Source: an optimization exercise on an open RTL-to-GDS flow (aim: small area, a short achievable clock period and few clock cycles per item). Production flows keep margins and buffers that such runs may drop.
The RTL was checked by simulation tests, not by an equivalence proof against the original design.
No activity file was given, so power comes from the tool's default toggle rates.

--- flow/run.sh ---
#!/bin/bash
# The standard layout (standard.sh) with these changes to how it is made:
#  - the ports are buffered by the smallest buffer instead of buffer_ports'
#    default delay cell;
#  - repair_timing is asked for a setup margin so that it works on the
#    slowest paths although the 22 ns clock leaves them slack;
#  - clock tree synthesis adds no dummy loads.
# The SDC and the clock period are the standard flow's. The full make output goes to
# standard_flow.log; ORFS keeps each step's log in orfs/logs.
set -euo pipefail
HERE=$PWD
sed "s|log_cmd abc {\*}\$abc_args|log_cmd abc -script $HERE/flow/abc_map.script {*}[lrange \$abc_args 2 end]|" \
    "$FLOW_HOME/scripts/synth.tcl" > lc_synth_core.tcl
grep -q "flow/abc_map.script" lc_synth_core.tcl
sed "s|source \$::env(SCRIPTS_DIR)/synth.tcl|source $HERE/lc_synth_core.tcl|" synth_recipe.tcl > lc_synth.tcl
grep -q "lc_synth_core.tcl" lc_synth.tcl
bash standard.sh finish \
    "SYNTH_SCRIPT=$HERE/lc_synth.tcl" \
    "BUFFER_PORTS_ARGS=-buffer_cell sky130_fd_sc_hd__buf_1" \
    "SETUP_SLACK_MARGIN=12.8" \
    "CTS_ARGS=-sink_clustering_enable -repair_clock_nets -dont_use_dummy_load -buf_list {sky130_fd_sc_hd__clkbuf_4 sky130_fd_sc_hd__clkbuf_8}" \
    > standard_flow.log 2>&1
--- flow/abc_map.script ---
strash
strash
dch
map -D 6000
strash
dch
map -D 6000
strash
dch
map -D 6000
topo
stime -c
buffer -c
upsize -c
dnsize -c
--- standard.sh ---
#!/bin/bash
# synth_recipe.tcl (not shown) runs the flow's synth.tcl, then flattens the netlist and writes it again
# the make line also repeats each setting of config.mk as NAME=value (left out here)
make -C /OpenROAD-flow-scripts/flow DESIGN_CONFIG=/design/flow/config.mk WORK_HOME=/design/flow/orfs CLKGATE_MAP_FILE= SYNTH_SCRIPT=/design/flow/synth_recipe.tcl "${@:-finish}"
--- config.mk ---
export PLATFORM = sky130hd
export DESIGN_NAME = lc_core
export DESIGN_NICKNAME = lc_core
export VERILOG_FILES = /design/flow/design.v
export SDC_FILE = /design/flow/constraint.sdc
export NUM_CORES = 4
export LEC_CHECK = 0
export ABC_AREA = 1
export CAP_MARGIN = 20
export CORE_MARGIN = 2
export CORE_UTILIZATION = 70
export CTS_BUF_LIST = sky130_fd_sc_hd__clkbuf_4 sky130_fd_sc_hd__clkbuf_8
export SLEW_MARGIN = 20
--- constraint.sdc ---
create_clock -name core_clock -period 22.0 [get_ports {clk}]
set_input_delay 4.4000 -clock core_clock [delete_from_list [all_inputs] [get_ports {clk}]]
set_output_delay 4.4000 -clock core_clock [all_outputs]
set_load 0.01 [all_outputs]
--- design.v ---
module lc_bin_pairs #(
    parameter W = 12
) (
    input  wire [8*W-1:0] rd,
    output reg  [4*W-1:0] lo,
    output reg  [4*W-1:0] hi,
    output reg  [3:0]     sw
);
    function automatic lt;
        input [W-1:0] a, b;
        integer k;
        begin
            lt = 1'b0;
            for (k = 0; k < W; k = k + 1)
                lt = (~a[k] & b[k]) | (~(a[k] & ~b[k]) & lt);
        end
    endfunction
    reg [W-1:0] a, b;
    integer j;
    always @(*) begin
        for (j = 0; j < 4; j = j + 1) begin
            a = rd[W*(8-2*j)-1 -: W];
            b = rd[W*(7-2*j)-1 -: W];
            sw[3-j] = lt(b, a);
            lo[W*(4-j)-1 -: W] = sw[3-j] ? b : a;
            hi[W*(4-j)-1 -: W] = sw[3-j] ? a : b;
        end
    end
endmodule
module lc_binarizer #(
    parameter W = 12
) (
    input  wire [4*W-1:0] lo,
    input  wire [4*W-1:0] hi,
    input  wire [3:0]     sw,
    output reg  [7:0]     pat
);
    function automatic lt;
        input [W-1:0] a, b;
        integer k;
        begin
            lt = 1'b0;
            for (k = 0; k < W; k = k + 1)
                lt = (~a[k] & b[k]) | (~(a[k] & ~b[k]) & lt);
        end
    endfunction
    reg [W-1:0] l [0:3];
    reg [W-1:0] u [0:3];
    reg [W-1:0] l2 [0:1];
    reg [W-1:0] u2 [0:1];
    reg [W-1:0] mn, mx, h;
    reg [W:0]   s;
    reg         glo, ghi;
    integer j;
    always @(*) begin
        for (j = 0; j < 4; j = j + 1) begin
            l[j] = lo[W*(4-j)-1 -: W];
            u[j] = hi[W*(4-j)-1 -: W];
        end
        for (j = 0; j < 2; j = j + 1) begin
            l2[j] = lt(l[2*j], l[2*j+1]) ? l[2*j] : l[2*j+1];
            u2[j] = lt(u[2*j], u[2*j+1]) ? u[2*j+1] : u[2*j];
        end
        mn = lt(l2[0], l2[1]) ? l2[0] : l2[1];
        mx = lt(u2[0], u2[1]) ? u2[1] : u2[0];
        s = {1'b0, mn} + {1'b0, mx} + 1'b1;
        h = s[W:1];
        for (j = 0; j < 4; j = j + 1) begin
            glo = !lt(l[j], h);
            ghi = !lt(u[j], h);
            pat[7-2*j] = sw[3-j] ? ghi : glo;
            pat[6-2*j] = sw[3-j] ? glo : ghi;
        end
    end
endmodule
module lc_lut_rom (
    input  wire [7:0] pat,
    output reg  [7:0] pos
);
    always @(*) begin
        case (pat)
            8'h18: pos = 8'h00;
            8'h10: pos = 8'h02;
            8'h38: pos = 8'h02;
            8'h08: pos = 8'hFE;
            8'h1C: pos = 8'hFE;
            8'h30: pos = 8'h03;
            8'h0C: pos = 8'hFD;
            8'h20: pos = 8'h04;
            8'h70: pos = 8'h04;
            8'h04: pos = 8'hFC;
            8'h0E: pos = 8'hFC;
            8'h60: pos = 8'h05;
            8'hE0: pos = 8'h05;
            8'h06: pos = 8'hFB;
            8'h07: pos = 8'hFB;
            8'h40: pos = 8'h06;
            8'hF0: pos = 8'h06;
            8'h02: pos = 8'hFA;
            8'h0F: pos = 8'hFA;
            8'hC0: pos = 8'h07;
            8'h03: pos = 8'hF9;
            8'h80: pos = 8'h08;
            8'h01: pos = 8'hF8;
            default: pos = 8'h80;
        endcase
    end
endmodule
module lc_core (
    input  wire        clk,
    input  wire        rst,
    input  wire        cmd_valid,
    output wire        cmd_ready,
    input  wire [15:0] cmd_word,
    input  wire [95:0] cmd_rd,
    output reg         rsp_valid,
    output reg  [1:0]  rsp_status,
    output reg  [7:0]  rsp_pat,
    output reg  [7:0]  rsp_pos,
    output wire        acq_req,
    input  wire        acq_done,
    input  wire        acq_err,
    input  wire [95:0] acq_rd,
    output wire        busy,
    output wire [7:0]  last_pos
);
    localparam W = 12;
    localparam [2:0] OP_BIN = 3'd0, OP_LUT = 3'd1, OP_TRKP = 3'd2,
                     OP_TRKV = 3'd3, OP_TRKA = 3'd4;
    localparam [1:0] ST_OK = 2'b00, ST_ILLEGAL = 2'b01, ST_TRANSPORT = 2'b10;
    localparam [7:0] UNDEF = 8'h80;
    reg            busy_q;    
    reg            wait_q;    
    reg  [7:0]     last_q;
    reg  [4*W-1:0] cap_lo;    
    reg  [4*W-1:0] cap_hi;    
    reg  [3:0]     cap_sw;    
    reg  [1:0]     st_q;      
    reg            word_q;    
    reg            lut_q;     
    reg            trk_q;     
    wire exec = busy_q && !wait_q;
    assign cmd_ready = !busy_q && !rst;
    assign busy      = busy_q;
    assign acq_req   = wait_q;
    assign last_pos  = last_q;
    wire [2:0] in_op    = cmd_word[10:8];
    wire       in_legal = (cmd_word[15:11] == 5'd0) && (in_op <= OP_TRKA);
    wire       in_word  = (in_op == OP_LUT) || (in_op == OP_TRKP);
    wire [4*W-1:0] in_lo, in_hi;
    wire [3:0]     in_sw;
    lc_bin_pairs #(.W(W)) u_pairs (.rd(wait_q ? acq_rd : cmd_rd),
                                   .lo(in_lo), .hi(in_hi), .sw(in_sw));
    wire [7:0] bin_pat;
    lc_binarizer #(.W(W)) u_bin (.lo(cap_lo), .hi(cap_hi), .sw(cap_sw), .pat(bin_pat));
    wire [7:0] pat = word_q ? cap_lo[7:0] : bin_pat;
    wire [7:0] lk_pos;
    lc_lut_rom u_rom (.pat(pat), .pos(lk_pos));
    wire [7:0] resolved = (lk_pos == UNDEF) ? last_q : lk_pos;
    always @(posedge clk) begin
        if (rst) begin
            busy_q     <= 1'b0;
            wait_q     <= 1'b0;
            last_q     <= 8'h00;
            rsp_valid  <= 1'b0;
            rsp_status <= ST_OK;
            rsp_pat    <= 8'h00;
            rsp_pos    <= UNDEF;
        end else begin
            rsp_valid <= exec;
            if (!busy_q) begin
                if (cmd_valid) begin
                    busy_q <= 1'b1;
                    wait_q <= in_legal && (in_op == OP_TRKA);
                end
            end else if (wait_q) begin
                if (acq_done)
                    wait_q <= 1'b0;
            end else begin
                busy_q     <= 1'b0;
                rsp_status <= st_q;
                rsp_pat    <= (st_q != ST_OK) ? 8'h00 : pat;
                rsp_pos    <= trk_q ? resolved : (lut_q ? lk_pos : UNDEF);
                if (trk_q)
                    last_q <= resolved;
            end
        end
    end
    always @(posedge clk) begin
        cap_lo[4*W-1:8] <= in_lo[4*W-1:8];
        cap_lo[7:0]     <= (!wait_q && in_word) ? cmd_word[7:0] : in_lo[7:0];
        cap_hi          <= in_hi;
        cap_sw          <= in_sw;
        if (wait_q) begin
            st_q   <= acq_err ? ST_TRANSPORT : ST_OK;
            word_q <= 1'b0;
            lut_q  <= 1'b0;
            trk_q  <= !acq_err;
        end else begin
            st_q   <= in_legal ? ST_OK : ST_ILLEGAL;
            word_q <= in_word;
            lut_q  <= in_legal && (in_op == OP_LUT);
            trk_q  <= in_legal && (in_op == OP_TRKP || in_op == OP_TRKV || in_op == OP_TRKA);
        end
    end
endmodule
==> results.json, run 1 <==
{
  "period_share_pct": 41.6,
  "die_h_um": 121,
  "min_delay_worst_endpoint": "rsp_pos[4]",
  "reg2reg_slack_ps": 13160,
  "slew_headroom_pct": 46.2,
  "cp_cell_sequence": "buf_4 > nor2_2 > buf_2",
  "synth_warnings": 8,
  "timing.setup.critical_path_class": "in -> out",
  "yosys-top-cells-count": "nand2_1, inv_1, o21ai_0, dfxtp_1, nor2_1",
  "finClkSkew_ps": 28.3,
  "rows": 42,
  "cpLargestDelayFamily": "buffers and inverters",
  "routed_wl_um": 33000,
  "crit_path_top_delay_cell": "buf_4",
  "syn-cell-area_sq_um": 9610,
  "ios": 243,
  "r2r_cells": 55,
  "crit_arrival_ps": 4750,
  "clk_latency_ps": 470,
  "cp-start-kind": "input port",
  "synth_edf_count": 0,
  "cts_tree": "built",
  "syn_avg_cell_area_sq_um": 6.57,
  "worst_ep_required_time_ps": 17600,
  "powerDensity_nw_per_um2": 156,
  "critPathMaxFanout": 9,
  "hpwl_um": 25000,
  "yosysSeqAreaShare_pct": 27.9,
  "num_vias": 12000,
  "drtPass1Iterations": 7,
  "cts_hold_buf": 0,
  "critPathBufInv": 2,
  "port-buffer-count": 242,
  "slowest_delay_ps": 150,
  "grt_use_total_pct": 42.7,
  "yosysTopAreaCellShare_pct": 27.9,
  "worstMarginPinSlew_ps": 805,
  "hold_path.class": "reg -> reg",
  "syn_nets": 1689,
  "htree_levels": 4,
  "drt-vias-per-instance": 6.44,
  "cts-root-buf": "clkbuf_8",
  "die_area_sq_um": 14700,
  "initial_core_util_pct": 72.0,
  "core_area_sq_um": 13300,
  "grt_max_degree": 54,
  "synth.most_common_cell": "nand2_1",
  "die-width_um": 121,
  "clk_pin_slew_ps": 90,
  "ys_ff_latch": 134,
  "yosysUniqueCellTypes": 56,
  "fin_crit_ps": 9150,
  "synth_top_cell_by_area": "dfxtp_1",
  "nNetsFinal": 1918,
  "cellLeakagePower_nw": 4.69,
  "maxSlewViolCount": 0,
  "cts_buffers": 17,
  "min-delay-start": "rsp_pos[4]",
  "antenna_found_initial": 1,
  "outcome": "timing/DRC/antenna clean",
  "drtIter0Drc": 2205,
  "hold_ws_ps": 472,
  "layout-drive-gt1-share_pct": 9.99,
  "r2r-start": "cap_lo[12]",
  "postRouteAntennaNets": 0,
  "holdPathStages": 2,
  "synth_top_flop_cell": "dfxtp_1",
  "drv_cap": 0,
  "rsz0062_at_grt": "no",
  "antenna_cells": 0,
  "grt_pass1_vias": 10000,
  "fmax_ghz": 0.109,
  "wl_per_cell_um": 17.7,
  "final.setup.tns_ps": 0,
  "syn_to_final_growth_pct": 16.2,
  "critPathCaptureType": "primary output",
  "hold_violations": 0,
  "async_flop_share_pct": 0,
  "clock-sinks": 134,
  "clock_path_buffers": 2,
  "worst_ir_drop_vdd_v": 0.000108,
  "finalSetupViolCount": 0,
  "r2r_end": "rsp_pos[7]",
  "synthTopCellsByArea": "dfxtp_1, nand2_1, o21ai_0, inv_1, mux2i_1",
  "grt-ovfl-total": 0,
  "syn-instance-count": 1464,
  "grt_pass1_wl_um": 49000,
  "post-route-drc-count": 0,
  "place.gp.congestion": 1.08
}
tightest hold or removal path, delay by kind of cell, from the launching register on:
family / cells / cell delay (ps)
DFF: 1 / 320
and+or+nand+nor: 2 / 120
per-layer routing:
| layer | GRT usage (%) | share of wire [%] |
|---|---|---|
| met3 | 9.73 | 14 |
| met5 | 0 | 0.033 |
| met2 | 66.7 | 44 |
| met1 | 56.5 | 37 |
| met4 | 18.4 | 5.1 |
flip-flops by register name, indices dropped and copies added (netlist names):
| register | count |
|---|---|
| busy_q | 1 |
| cap_hi | 48 |
| cap_lo | 48 |
| cap_sw | 4 |
| last_q | 8 |
| lut_q | 1 |
| rsp_pat | 8 |
| rsp_pos | 8 |
| rsp_status | 2 |
| rsp_valid | 1 |
| st_q | 2 |
| trk_q | 1 |
| wait_q | 1 |
| word_q | 1 |
through the flow:
stage                     instance area, sq um  power, mW  setup slack (ps)  instances  util [%]
after floorplan                           9610       1.14             12840       1464         -
after global placement                   10600       1.36             12700       1834      79.2
after detailed placement                 10600       1.39             12490       1834      79.2
after CTS                                10800       1.54             12810       1851      81.1
after global routing                     11200       1.84             12690       1867      83.7
final                                    11200       1.74             12850       1867      83.7
worst max-delay path by stage:
stage / slack (ps) / depth (start not counted) / from / end
after CTS: 12810 / 56 / cap_lo[2] / last_q[7]
after global routing: 12690 / 61 / cap_hi[25] / rsp_pos[5]
after floorplan: 12840 / 2 / rst / cmd_ready
final: 12850 / 3 / rst / cmd_ready
after detailed placement: 12490 / 54 / cap_lo[2] / rsp_pos[2]
after global placement: 12700 / 3 / rst / cmd_ready
cell type report:
type	instances	area, sq um
Clock buffer	17	234
Fill cell	947	2180
Inverter	200	758
Multi-Input combinational cell	1076	6180
Sequential cell	134	2690
Tap cell	176	220
Timing Repair Buffer	263	1080
Timing Repair inverter	1	7.51
placed cells by master, fill, tap and decap left out, types with 12 or more instances in the layout:
cell type / count
a21oi_1: 97
a22oi_1: 33
a31oi_1: 15
buf_1: 240
buf_4: 18
clkbuf_8: 17
dfxtp_1: 132
inv_1: 172
inv_2: 23
mux2i_1: 56
nand2_1: 269
nand3_1: 48
nor2_1: 117
nor2_2: 12
o21ai_0: 157
o21ai_1: 28
o221ai_1: 40
o22ai_1: 68
or2_2: 28
logic make-up after synthesis:
kind of cell               after synthesis  share of synthesized area [%]
AOI/OAI and AO/OA                      501                           32.2
muxes                                   56                           5.83
adders and majority gates               13                           1.74
DFF                                    134                           27.9
buffers and inverters                  257                           10.4
xor gates and xnor gates                 1                         0.0911
and+or+nand+nor                        502                           21.8
power breakdown:
group,internal (mW),switching [mW],total [mW]
sequential,0.268,0.0295,0.297
combinational,0.437,0.855,1.29
clock,0.0678,0.0812,0.149
total,0.773,0.965,1.74
what timing repair did:
item	4_1_cts	5_1_grt
endpoints found under the setup margin	17	17
setup buffers	0	11
pin swaps	0	13
resized for setup	5	61
gates cloned	0	5
Testbench counts, summed over its fixed seeds: cycles 22,201, commands 8,000.
==> inputs of run 2 (changes only) <==
==> flow/abc_map.script (replaced) <==
strash
dch
map -D 5000
strash
dch
map -D 5000
strash
dch
map -D 5000
topo
stime -c
buffer -c
upsize -c
dnsize -c
==> results.json, run 2 <==
{
  "outcome": "timing/DRC/antenna clean",
  "syn_nets": 1701,
  "post-route-drc-count": 0,
  "routed_wl_um": 31000,
  "wl_per_cell_um": 16.6,
  "ys_ff_latch": 134,
  "wl_met3_um": 3780,
  "maxSlewViolCount": 0,
  "seq_area_sq_um": 2690,
  "initial_core_util_pct": 71.3,
  "grt_use_total_pct": 39.2,
  "timing.setup.critical_path_class": "in -> out",
  "final.setup.tns_ps": 0,
  "synth_top_cell_by_area": "dfxtp_1",
  "multiInputGateArea_sq_um": 6270,
  "worst_ir_drop_vdd_v": 0.000118,
  "drtPass1Iterations": 6,
  "clk_pin_slew_ps": 60,
  "yosysUniqueCellTypes": 65,
  "clk_latency_ps": 440,
  "syn-cell-area_sq_um": 9860,
  "hold_violations": 0,
  "grt-ovfl-total": 0,
  "met2_wirelength_um": 13500,
  "reg_top3": "cap_hi (48), cap_lo (48)",
  "critPathMaxFanout": 8,
  "powerDensity_nw_per_um2": 148,
  "hpwl_um": 24800,
  "synth.most_common_cell": "nand2_1",
  "layout_commonest_cell": "nand2_1",
  "yosys-top-cells-count": "nand2_1, o21ai_0, inv_1, dfxtp_1, nor2_1",
  "syn-instance-count": 1476,
  "highest_layer": "met4",
  "layout-drive-gt1-share_pct": 7.24,
  "yosysSeqAreaShare_pct": 27.2,
  "async_flop_share_pct": 0,
  "synth_top_flop_cell": "dfxtp_1",
  "cellLeakagePower_nw": 4.56,
  "fillers": 1065,
  "final_util_pct": 80.3,
  "grt_pass1_vias": 9292,
  "cts_buffers": 17,
  "nNetsFinal": 1911,
  "cts-root-buf": "clkbuf_8",
  "finClkSkew_ps": 33.7,
  "drv_cap": 0,
  "worstMarginPinSlew_ps": 1060,
  "die-width_um": 123,
  "core_area_sq_um": 13800,
  "num_vias": 11500,
  "rows": 43,
  "cp_common_cell": "buf_2",
  "synth_edf_count": 0,
  "cts_hold_buf": 0,
  "clock_path_buffers": 2,
  "drt-vias-per-instance": 6.19,
  "place.gp.congestion": 1.06,
  "dpl_cell_area_sq_um": 10800,
  "slowest_delay_ps": 140,
  "r2r-start": "cap_lo[14]",
  "crit_path_top_delay_cell": "buf_2",
  "mostFrequentLayoutCells": "nand2_1, buf_1, inv_1",
  "critPathLaunch": "rst",
  "min-delay-start": "st_q[1]",
  "hold_ws_ps": 468,
  "hold_path.class": "reg -> reg",
  "postRouteAntennaNets": 0,
  "yosysTopAreaCellShare_pct": 27.2,
  "syn_avg_cell_area_sq_um": 6.68,
  "wl_met1_um": 12500,
  "critPathCaptureType": "primary output",
  "grt_max_degree": 81,
  "fin_crit_ps": 9150,
  "cts_tree": "built",
  "rsz0062_at_grt": "yes",
  "cp-start-kind": "input port",
  "antenna_cells": 0,
  "syn_to_final_growth_pct": 12.6,
  "antenna_found_initial": 0,
  "die_h_um": 123,
  "period_share_pct": 41.6,
  "htree_levels": 4,
  "port-buffer-count": 242,
  "crit_arrival_ps": 4750,
  "cp_cell_sequence": "buf_2 > nor2_1 > buf_2",
  "worst_ep_required_time_ps": 17600,
  "design_area_sq_um": 11100,
  "synth_warnings": 8,
  "drtIter0Drc": 1566,
  "die_area_sq_um": 15000,
  "finalSetupViolCount": 0,
  "slew_headroom_pct": 29.4,
  "fmax_ghz": 0.109,
  "grt_pass1_wl_um": 46000,
  "synthTopCellsByArea": "dfxtp_1, nand2_1, o21ai_0, inv_1, mux2i_1",
  "ios": 243,
  "clock-sinks": 134
}
[run 2: cell count changes after synthesis, moves of 10 or more]
cell / delta
o21ai_0: +15
a22oi_1: +18
o211ai_1: +13
a31oi_1: -10
o221ai_1: -16
inv_2: -11
nand2_1: -30
[run 2: through the flow]
stage / total power [mW] / instances / setup WS (ps)
6_report: 1.64 / 1864 / 12850
2_1_floorplan: 1.17 / 1476 / 12870
4_1_cts: 1.58 / 1863 / 12810
3_5_place_dp: 1.43 / 1846 / 12750
3_3_place_gp: 1.40 / 1846 / 12780
5_1_grt: 1.75 / 1864 / 12750
[run 2: worst paths after layout]
path | cells after the start | to | slack, ps
setup / recovery | 3 | cmd_ready | 12850
hold / removal | 2 | rsp_status[1] | 470
setup reg to reg | 54 | last_q[4] | 13390
hold reg to reg | 2 | rsp_status[1] | 470
[run 2: layout make-up]
type                    instances  area share [%]
repair buffers                251            8.81
well taps                     180            2.03
clock buffers                  17            2.11
multi-input cells            1094            56.5
inverters                     188            6.36
flip-flops and latches        134            24.2
[run 2: cells by family (layout without fill, tap and decap cells)]
kind of cell             count (synthesis)  after routing  synth area share [%]
AND/OR/NAND/NOR                        483            483                  21.2
AO/OA/AOI/OAI                          536            537                  33.7
XOR/XNOR                                 3              3                 0.533
buffers and inverters                  249            456                  9.82
adder cells (fa/ha/maj)                 13             13                  1.70
flip-flops                             134            134                  27.2
multiplexers                            58             58                  5.89
[run 2: timing repair]
item	CTS	global route
cloned	0	1
gates resized for setup	1	13
setup buffers	0	0
endpoints found under the setup margin	1	17
[run 2: critical path: cells and delay by family]
family	cells	cell delay, ps
buf+inv	2	270
simple gates	1	80
[run 2: where the power goes]
part           internal (mW)  switching [mW]  total, mW
Clock                 0.0678          0.0780      0.146
Sequential             0.268          0.0305      0.298
Combinational          0.393           0.806       1.20
[run 2: per-layer routing]
metal,GRT usage (%),vias up
met2,60.4,805
met1,54.9,5057
met3,6.46,102
met4,14.4,0
met5,0,-
li1,-,5575
==> inputs of run 3 (changes only) <==
==> flow/abc_map.script (replaced) <==
strash
dch
map -D 5000
strash
dch
map -D 5000
strash
dch
map -D 5000
topo
stime -c
==> results.json, run 3 <==
{
  "drtPass1Iterations": 8,
  "seq_area_sq_um": 2690,
  "synthTopCellsByArea": "dfxtp_1, o21ai_0, nand2_1, clkinv_1, mux2i_1",
  "drtIter0Drc": 1642,
  "cellLeakagePower_nw": 3.96,
  "critPathMaxFanout": 8,
  "syn_to_final_growth_pct": 18.7,
  "cp-start-kind": "input port",
  "final.setup.tns_ps": 0,
  "synth_top_cell_by_area": "dfxtp_1",
  "cts_buffers": 17,
  "p_sw_share_pct": 55.3,
  "multiInputGateArea_sq_um": 6130,
  "rows": 42,
  "postRouteAntennaNets": 0,
  "finClkSkew_ps": 23.2,
  "cts-root-buf": "clkbuf_8",
  "ios": 243,
  "clk_latency_ps": 460,
  "grt_pass1_wl_um": 47300,
  "fin_crit_ps": 9180,
  "initial_core_util_pct": 71.2,
  "design_area_sq_um": 11100,
  "wl_per_cell_um": 16.4,
  "hpwl_um": 23300,
  "synth_edf_count": 0,
  "mostFrequentLayoutCells": "nand2_1, buf_1, o21ai_0",
  "synth.most_common_cell": "nand2_1",
  "syn_avg_cell_area_sq_um": 6.61,
  "dpl_cell_area_sq_um": 10600,
  "die_h_um": 120,
  "yosysUniqueCellTypes": 38,
  "yosys-top-cells-count": "nand2_1, o21ai_0, clkinv_1, dfxtp_1, nor2_1",
  "core_area_sq_um": 13100,
  "cts_tree": "built",
  "synth_warnings": 8,
  "grt_use_total_pct": 40.9,
  "clock-sinks": 134,
  "worst_ep_required_time_ps": 17600,
  "yosysSeqAreaShare_pct": 28.7,
  "drv_cap": 0,
  "crit_path_top_delay_cell": "buf_4",
  "die_area_sq_um": 14300,
  "hold_violations": 0,
  "powerDensity_nw_per_um2": 153,
  "nNetsFinal": 1927,
  "power.share.clock_pct": 8.8,
  "synth_top_flop_cell": "dfxtp_1",
  "finalSetupViolCount": 0,
  "critPathCaptureType": "primary output",
  "setup_ws_ps": 12820,
  "slowest_delay_ps": 150,
  "timing.setup.critical_path_class": "in -> out",
  "drt-vias-per-instance": 6.33,
  "syn_nets": 1640,
  "async_flop_share_pct": 0,
  "routed_wl_um": 30900,
  "post-route-drc-count": 0,
  "seq_power_share_pct": 17.6,
  "slew_headroom_pct": 42.6,
  "total_power_mw": 1.69,
  "yosysTopAreaCellShare_pct": 28.7,
  "ys_ff_latch": 134,
  "maxSlewViolCount": 0,
  "place.gp.congestion": 1.14,
  "final_util_pct": 84.5,
  "grt_pass1_vias": 10100,
  "antenna_found_initial": 0,
  "fmax_ghz": 0.109,
  "fillers": 899,
  "die-width_um": 120,
  "htree_levels": 4,
  "period_share_pct": 41.7,
  "cp_cell_sequence": "buf_4 > nor2_2 > buf_2",
  "num_vias": 11900,
  "syn-cell-area_sq_um": 9360,
  "crit_arrival_ps": 4780,
  "internal_power_uw": 756,
  "rsz0062_at_grt": "no",
  "critPathBufInv": 2,
  "grt_max_degree": 61,
  "cpLargestDelayFamily": "buffers and inverters",
  "p_sw_uw": 937,
  "layout_commonest_cell": "nand2_1",
  "clock_path_buffers": 2,
  "antenna_cells": 0,
  "worstMarginPinSlew_ps": 858,
  "hold_path.class": "reg -> reg",
  "worst_ir_drop_vdd_v": 0.000102,
  "clk_pin_slew_ps": 70,
  "grt-ovfl-total": 0,
  "syn-instance-count": 1415,
  "place_ws_ps": 12720,
  "reg_top3": "cap_hi (48), cap_lo (48)",
  "port-buffer-count": 242,
  "p_comb_share_pct": 73.6,
  "outcome": "timing/DRC/antenna clean",
  "layout-drive-gt1-share_pct": 7.47
}
-- run 3: changes by cell type in the layout (fill, tap and decap cells not counted), moves of 5 or more --
cell,before,now
o221ai_2,5,0
o221ai_1,26,31
o21ai_1,31,5
buf_4,9,24
clkinv_1,1,185
inv_2,9,0
inv_1,178,0
o21ai_0,177,200
-- run 3: layout make-up --
type                            instances  area share (%)
Timing Repair Buffer                  268            10.0
Sequential cell                       134            24.2
Inverter                              188            6.44
Multi-Input combinational cell       1093            55.2
Tap cell                              176            1.98
Clock buffer                           17            2.11
-- run 3: worst reg2reg max path, delay by kind of cell, from the launching register on --
family / cells / cell delay (ps)
fa+ha+maj: 1 / 420
compound gates: 27 / 4180
simple gates: 23 / 2770
flops: 1 / 540
buf+inv: 3 / 710
-- run 3: cells by family after synthesis --
family,after synthesis,share of synthesized area (%)
AOI/OAI and AO/OA,536,34.1
xor gates and xnor gates,3,0.281
adders and majority gates,13,1.79
buffers and inverters,188,7.54
DFF,134,28.7
muxes,58,6.21
and+or+nand+nor,483,21.4
-- run 3: final timing paths --
kind                            startpoint  slack (ps)            end  cells after the start
worst min-delay path               st_q[0]         490  rsp_status[0]                      2
worst max-delay path                   rst       12820      cmd_ready                      3
worst max register to register   cap_lo[0]       13220     rsp_pos[7]                     54
worst min register to register     st_q[0]         490  rsp_status[0]                      2
-- run 3: routing by layer --
metal	track usage (%)	up-vias	share of wire, %
met1	50.7	5248	38
li1	-	5622	-
met5	0	-	0
met3	9.32	156	11
met2	66.9	840	45
met4	20.3	0	5.1
-- run 3: through the flow --
stage          hold slack, ps  std cells
2_1_floorplan             437       1415
3_3_place_gp              441       1848
3_5_place_dp              473       1848
4_1_cts                   482       1865
5_1_grt                   502       1876
6_report                  486       1876
-- run 3: power groups by stage --
stage / combinational (mW) / sequential (mW) / clock (mW)
6_report: 1.25 / 0.299 / 0.149
5_1_grt: 1.33 / 0.300 / 0.158
4_1_cts: 1.10 / 0.296 / 0.146
3_5_place_dp: 1.09 / 0.300 / 0
3_3_place_gp: 1.07 / 0.300 / 0
2_1_floorplan: 0.777 / 0.290 / 0
-- run 3: timing repair --
item | in CTS | in global routing
endpoints found under the setup margin | 7 | 17
pin swaps | 0 | 9
buffers inserted | 0 | 11
hold buffers | 0 | 0
resized for setup | 3 | 56
==> inputs of run 4 (changes only) <==
==> flow/abc_map.script (replaced) <==
strash
dch
map -D 5000
strash
dch
map -D 5000
strash
dch
map -D 5000
topo
stime -c
buffer -c
upsize -c
dnsize -c
--- a/config.mk
+++ b/config.mk
@@ -8,6 +8,6 @@
 export ABC_AREA = 1
 export CAP_MARGIN = 20
 export CORE_MARGIN = 2
-export CORE_UTILIZATION = 70
+export CORE_UTILIZATION = 76
 export CTS_BUF_LIST = sky130_fd_sc_hd__clkbuf_4 sky130_fd_sc_hd__clkbuf_8
 export SLEW_MARGIN = 20
==> results.json, run 4 <==
{
  "layout_commonest_cell": "nand2_1",
  "nNetsFinal": 1924,
  "syn_avg_cell_area_sq_um": 6.68,
  "drtPass1Iterations": 9,
  "async_flop_share_pct": 0,
  "place.gp.congestion": 1.05,
  "wl_per_cell_um": 17.8,
  "period_share_pct": 41.7,
  "clock_path_buffers": 2,
  "cellLeakagePower_nw": 4.62,
  "antenna_found_initial": 0,
  "num_vias": 12100,
  "grt_pass1_vias": 10700,
  "grt-ovfl-total": 0,
  "cts_tree": "built",
  "clock-sinks": 134,
  "setup_ws_ps": 12830,
  "synth_edf_count": 0,
  "clk_latency_ps": 470,
  "yosysSeqAreaShare_pct": 27.2,
  "hold_path.class": "reg -> reg",
  "cts_buffers": 17,
  "critPathCaptureType": "primary output",
  "powerDensity_nw_per_um2": 155,
  "synthTopCellsByArea": "dfxtp_1, nand2_1, o21ai_0, inv_1, mux2i_1",
  "post-route-drc-count": 0,
  "cp-start-kind": "input port",
  "ios": 243,
  "hold_violations": 0,
  "crit_arrival_ps": 4770,
  "finClkSkew_ps": 34.4,
  "worst_ep_required_time_ps": 17600,
  "initial_core_util_pct": 78.1,
  "layout-drive-gt1-share_pct": 8.19,
  "syn_nets": 1701,
  "drt-vias-per-instance": 6.48,
  "postRouteAntennaNets": 0,
  "synth_top_cell_by_area": "dfxtp_1",
  "yosys-top-cells-count": "nand2_1, o21ai_0, inv_1, dfxtp_1, nor2_1",
  "htree_levels": 4,
  "finalSetupViolCount": 0,
  "fin_crit_ps": 9170,
  "slowest_delay_ps": 150,
  "slew_headroom_pct": 34.0,
  "routed_wl_um": 33300,
  "design_area_sq_um": 11200,
  "place_ws_ps": 12750,
  "die-width_um": 118,
  "grt_pass1_wl_um": 50600,
  "worstMarginPinSlew_ps": 991,
  "worst_ir_drop_vdd_v": 0.000143,
  "dpl_cell_area_sq_um": 10800,
  "syn-cell-area_sq_um": 9860,
  "critPathMaxFanout": 8,
  "crit_path_top_delay_cell": "buf_2",
  "grt_max_degree": 82,
  "antenna_cells": 0,
  "synth.most_common_cell": "nand2_1",
  "core_area_sq_um": 12600,
  "final.setup.tns_ps": 0,
  "syn_to_final_growth_pct": 14.1,
  "cp_cell_sequence": "buf_2 > nor2_1 > clkbuf_2",
  "grt_use_total_pct": 44.5,
  "synth_warnings": 8,
  "ys_ff_latch": 134,
  "port-buffer-count": 242,
  "fmax_ghz": 0.109,
  "drtIter0Drc": 2071,
  "syn-instance-count": 1476,
  "rows": 41,
  "yosysUniqueCellTypes": 65,
  "outcome": "timing/DRC/antenna clean",
  "synth_top_flop_cell": "dfxtp_1",
  "die_area_sq_um": 13900,
  "hpwl_um": 24900,
  "die_h_um": 118,
  "maxSlewViolCount": 0,
  "drv_cap": 0,
  "mostFrequentLayoutCells": "nand2_1, buf_1, o21ai_0",
  "reg_top3": "cap_hi (48), cap_lo (48)",
  "timing.setup.critical_path_class": "in -> out",
  "cts-root-buf": "clkbuf_8",
  "clk_pin_slew_ps": 80,
  "rsz0062_at_grt": "no",
  "yosysTopAreaCellShare_pct": 27.2
}
run 4: report_power, final:
part | internal, mW | switching, mW
clock | 0.0677 | 0.0817
combinational | 0.446 | 0.846
sequential | 0.268 | 0.0322
run 4: area by class of cell:
type                            instances  area [sq um]
Clock buffer                           17           234
Fill cell                             713          1380
Inverter                              188           713
Multi-Input combinational cell       1095          6310
Sequential cell                       134          2690
Tap cell                              172           215
Timing Repair Buffer                  262          1080
Timing Repair inverter                  1          5.00
run 4: final timing paths:
kind	slack, ps	from	cells after the start	to
max	12830	rst	3	cmd_ready
min	470	st_q[1]	2	rsp_status[1]
max reg2reg	13320	cap_hi[25]	53	rsp_pos[0]
min reg2reg	470	st_q[1]	2	rsp_status[1]
run 4: stage by stage:
step	power (mW)	util (%)	std cells	hold WS (ps)
finish	1.74	89.1	1869	467
global route	1.84	89.1	1869	510
CTS	1.56	87.4	1853	470
detailed placement	1.40	85.5	1836	465
global placement	1.36	85.5	1836	451
floorplan	1.17	-	1476	447
run 4: worst max-delay path: cells and delay by family:
kind,cells,cell delay (ps)
AND/OR/NAND/NOR,1,90
buffers and inverters,2,280
run 4: routing by layer:
layer / vias up / wire (um) / GRT usage, %
met5: - / 0 / 0
met4: 0 / 1670 / 19.7
met3: 207 / 4650 / 12.0
met2: 1000 / 14900 / 71.4
met1: 5315 / 12000 / 55.9
li1: 5591 / - / -
run 4: logic make-up after synthesis:
logic type | count (synthesis) | synth area share [%]
mux | 58 | 5.89
flops | 134 | 27.2
compound gates | 536 | 33.7
xor+xnor | 3 | 0.533
fa+ha+maj | 13 | 1.70
simple gates | 483 | 21.2
buf+inv | 249 | 9.82
run 4: repair_timing:
| action | 4_1_cts | 5_1_grt |
|---|---|---|
| gates resized for setup | 2 | 19 |
| pin swaps | 0 | 3 |
| hold buffers | 0 | 0 |
| endpoints found under the setup margin | 2 | 17 |
| buffers inserted | 0 | 13 |
| cloned | 0 | 3 |
==> inputs of run 5 (changes only) <==
--- a/flow/run.sh
+++ b/flow/run.sh
@@ -17,6 +17,6 @@
 bash standard.sh finish \
     "SYNTH_SCRIPT=$HERE/lc_synth.tcl" \
     "BUFFER_PORTS_ARGS=-buffer_cell sky130_fd_sc_hd__buf_1" \
-    "SETUP_SLACK_MARGIN=12.8" \
+    "SETUP_SLACK_MARGIN=13.0" \
     "CTS_ARGS=-sink_clustering_enable -repair_clock_nets -dont_use_dummy_load -buf_list {sky130_fd_sc_hd__clkbuf_4 sky130_fd_sc_hd__clkbuf_8}" \
     > standard_flow.log 2>&1
--- a/config.mk
+++ b/config.mk
@@ -8,6 +8,6 @@
 export ABC_AREA = 1
 export CAP_MARGIN = 20
 export CORE_MARGIN = 2
-export CORE_UTILIZATION = 76
+export CORE_UTILIZATION = 70
 export CTS_BUF_LIST = sky130_fd_sc_hd__clkbuf_4 sky130_fd_sc_hd__clkbuf_8
 export SLEW_MARGIN = 20
==> results.json, run 5 <==
{
  "clk_pin_slew_ps": 60,
  "async_flop_share_pct": 0,
  "drtIter0Drc": 1971,
  "crit_arrival_ps": 4680,
  "yosysUniqueCellTypes": 65,
  "cts-root-buf": "clkbuf_8",
  "mostFrequentLayoutCells": "nand2_1, buf_1, inv_1",
  "total_power_mw": 1.75,
  "routed_wl_um": 32800,
  "antenna_cells": 0,
  "period_share_pct": 41.3,
  "synth.most_common_cell": "nand2_1",
  "wl_per_cell_um": 17.5,
  "grt_pass1_vias": 9874,
  "setup_ws_ps": 12920,
  "cellLeakagePower_nw": 4.62,
  "hold_path.class": "reg -> reg",
  "grt_pass1_wl_um": 49300,
  "synth_top_flop_cell": "dfxtp_1",
  "reg_top3": "cap_hi (48), cap_lo (48)",
  "drt-vias-per-instance": 6.31,
  "busiest_layer": "met2",
  "port-buffer-count": 242,
  "core_area_sq_um": 13800,
  "drv_cap": 0,
  "place_ws_ps": 12710,
  "syn-instance-count": 1476,
  "cp-start-kind": "input port",
  "synth_edf_count": 0,
  "hold_violations": 0,
  "grt-ovfl-total": 0,
  "fmax_ghz": 0.110,
  "use_met3_pct": 9.29,
  "drtPass1Iterations": 6,
  "hpwl_um": 25400,
  "cts_buffers": 17,
  "post-route-drc-count": 0,
  "clock-sinks": 134,
  "clock_path_buffers": 2,
  "fin_crit_ps": 9080,
  "cts_tree": "built",
  "fillers": 982,
  "final.setup.tns_ps": 0,
  "synth_warnings": 8,
  "yosys-top-cells-count": "nand2_1, o21ai_0, inv_1, dfxtp_1, nor2_1",
  "synthTopCellsByArea": "dfxtp_1, nand2_1, o21ai_0, inv_1, mux2i_1",
  "antenna_found_initial": 0,
  "die-width_um": 123,
  "grt_use_total_pct": 42.1,
  "met1_usage_pct": 57.6,
  "die_h_um": 123,
  "htree_levels": 4,
  "slew_headroom_pct": 40.1,
  "worst_ep_required_time_ps": 17600,
  "critPathCaptureType": "primary output",
  "num_vias": 11800,
  "postRouteAntennaNets": 0,
  "rows": 43,
  "die_area_sq_um": 15000,
  "initial_core_util_pct": 71.3,
  "synth_top_cell_by_area": "dfxtp_1",
  "outcome": "timing/DRC/antenna clean",
  "syn-cell-area_sq_um": 9860,
  "grt.met2_usage_pct": 64.8,
  "yosysTopAreaCellShare_pct": 27.2,
  "syn_avg_cell_area_sq_um": 6.68,
  "critPathMaxFanout": 3,
  "layout_commonest_cell": "nand2_1",
  "ys_ff_latch": 134,
  "worstMarginPinSlew_ps": 899,
  "place.gp.congestion": 0.987,
  "nNetsFinal": 1922,
  "finalSetupViolCount": 0,
  "worst_ir_drop_vdd_v": 0.0000958,
  "syn_nets": 1701,
  "rsz0062_at_grt": "yes",
  "timing.setup.critical_path_class": "in -> out",
  "clk_latency_ps": 470,
  "layout-drive-gt1-share_pct": 8.44,
  "finClkSkew_ps": 23.8,
  "powerDensity_nw_per_um2": 155,
  "ios": 243,
  "maxSlewViolCount": 0,
  "grt_max_degree": 74,
  "syn_to_final_growth_pct": 14.2,
  "yosysSeqAreaShare_pct": 27.2
}
## run 5: what timing repair did
| action | CTS | global route |
|---|---|---|
| endpoints found under the hold margin | 0 | 0 |
| hold buffers | 0 | 0 |
| resized for setup | 6 | 25 |
| setup buffers | 0 | 8 |
| endpoints found under the setup margin | 16 | 17 |
| gates cloned | 0 | 3 |
| pin swaps | 1 | 4 |
## run 5: worst paths after layout
kind                            startpoint         end  slack [ps]  cells past startpoint
worst max-delay path                   rst   cmd_ready       12920                      3
worst min-delay path            rsp_pos[2]  rsp_pos[2]         480                      2
worst max register to register  cap_hi[37]  rsp_pos[7]       13600                     53
worst min register to register  rsp_pos[2]  rsp_pos[2]         480                      2
## run 5: critical path, stage by stage
cell and delay, ps:
buf_12 110, nor2_4 70, buf_6 100
## run 5: per-layer routing
layer / wire length [um] / up-vias
met1: 12900 / 5272
met2: 14300 / 827
met5: 23 / -
li1: - / 5593
met3: 4380 / 133
met4: 1190 / 2
## run 5: layout make-up
class / instances / area (sq um) / area share, %
sequential: 134 / 2690 / 23.9
inverter: 188 / 709 / 6.30
tap: 180 / 225 / 2.00
clock buffer: 17 / 234 / 2.08
timing repair buffer: 260 / 1070 / 9.52
multi-input combinational: 1096 / 6330 / 56.2
## run 5: cell families after synthesis
group / Yosys count / synth area share [%]
AO/OA/AOI/OAI: 536 / 33.7
adder cells (fa/ha/maj): 13 / 1.70
flip-flops: 134 / 27.2
multiplexers: 58 / 5.89
XOR/XNOR: 3 / 0.533
buffers and inverters: 249 / 9.82
AND/OR/NAND/NOR: 483 / 21.2
## run 5: power breakdown
group | total, mW | internal (mW) | switching (mW)
Combinational | 1.30 | 0.426 | 0.869
Sequential | 0.299 | 0.268 | 0.0313
Clock | 0.151 | 0.0677 | 0.0831
Total | 1.75 | 0.762 | 0.984
## run 5: metrics by stage
step / util [%] / hold slack (ps) / instances / cell area (sq um)
final: 81.4 / 479 / 1875 / 11300
after global routing: 81.4 / 507 / 1875 / 11300
after CTS: 80.1 / 481 / 1864 / 11100
after detailed placement: 78.3 / 471 / 1847 / 10800
after global placement: 78.3 / 459 / 1847 / 10800
after floorplan: - / 447 / 1476 / 9890

-- separate check: timing with driven ports --
The flow's constraints put no driver on any port. The routed layouts listed below were extracted and timed again, unchanged, in two steps.
Step 1: set_driving_cell puts a clkbuf_16 on clk and a buf_2 on each other input, an assumption about the parent block.
Step 2 times the ports against the registers' clock, not the clock port: input delays grow and output delays shrink by t, the midpoint of the rising clock arrivals with the driver on.
a / b / c = no drivers / after step 1 / after step 2; a / b = the first two.
run | t (ns) | slack for setup (ns) | worst setup path at the end | latest minus earliest clock arrival (ns)
run 1 | 0.488 | 12.851 / 12.829 / 12.829 | input to output | 0.028 / 0.029
run 2 | 0.454 | 12.848 / 12.829 / 12.829 | input to output | 0.034 / 0.034
run 3 | 0.486 | 12.824 / 12.800 / 12.800 | input to output | 0.028 / 0.028
run 4 | 0.481 | 12.834 / 12.815 / 12.815 | input to output | 0.035 / 0.034
run 5 | 0.491 | 12.920 / 12.820 / 12.820 | input to output | 0.025 / 0.025
After both steps every run listed still meets setup and hold. The setup slack of run 5, which loses most, moves by -0.100 ns with the drivers and by -0.100 ns with both steps.
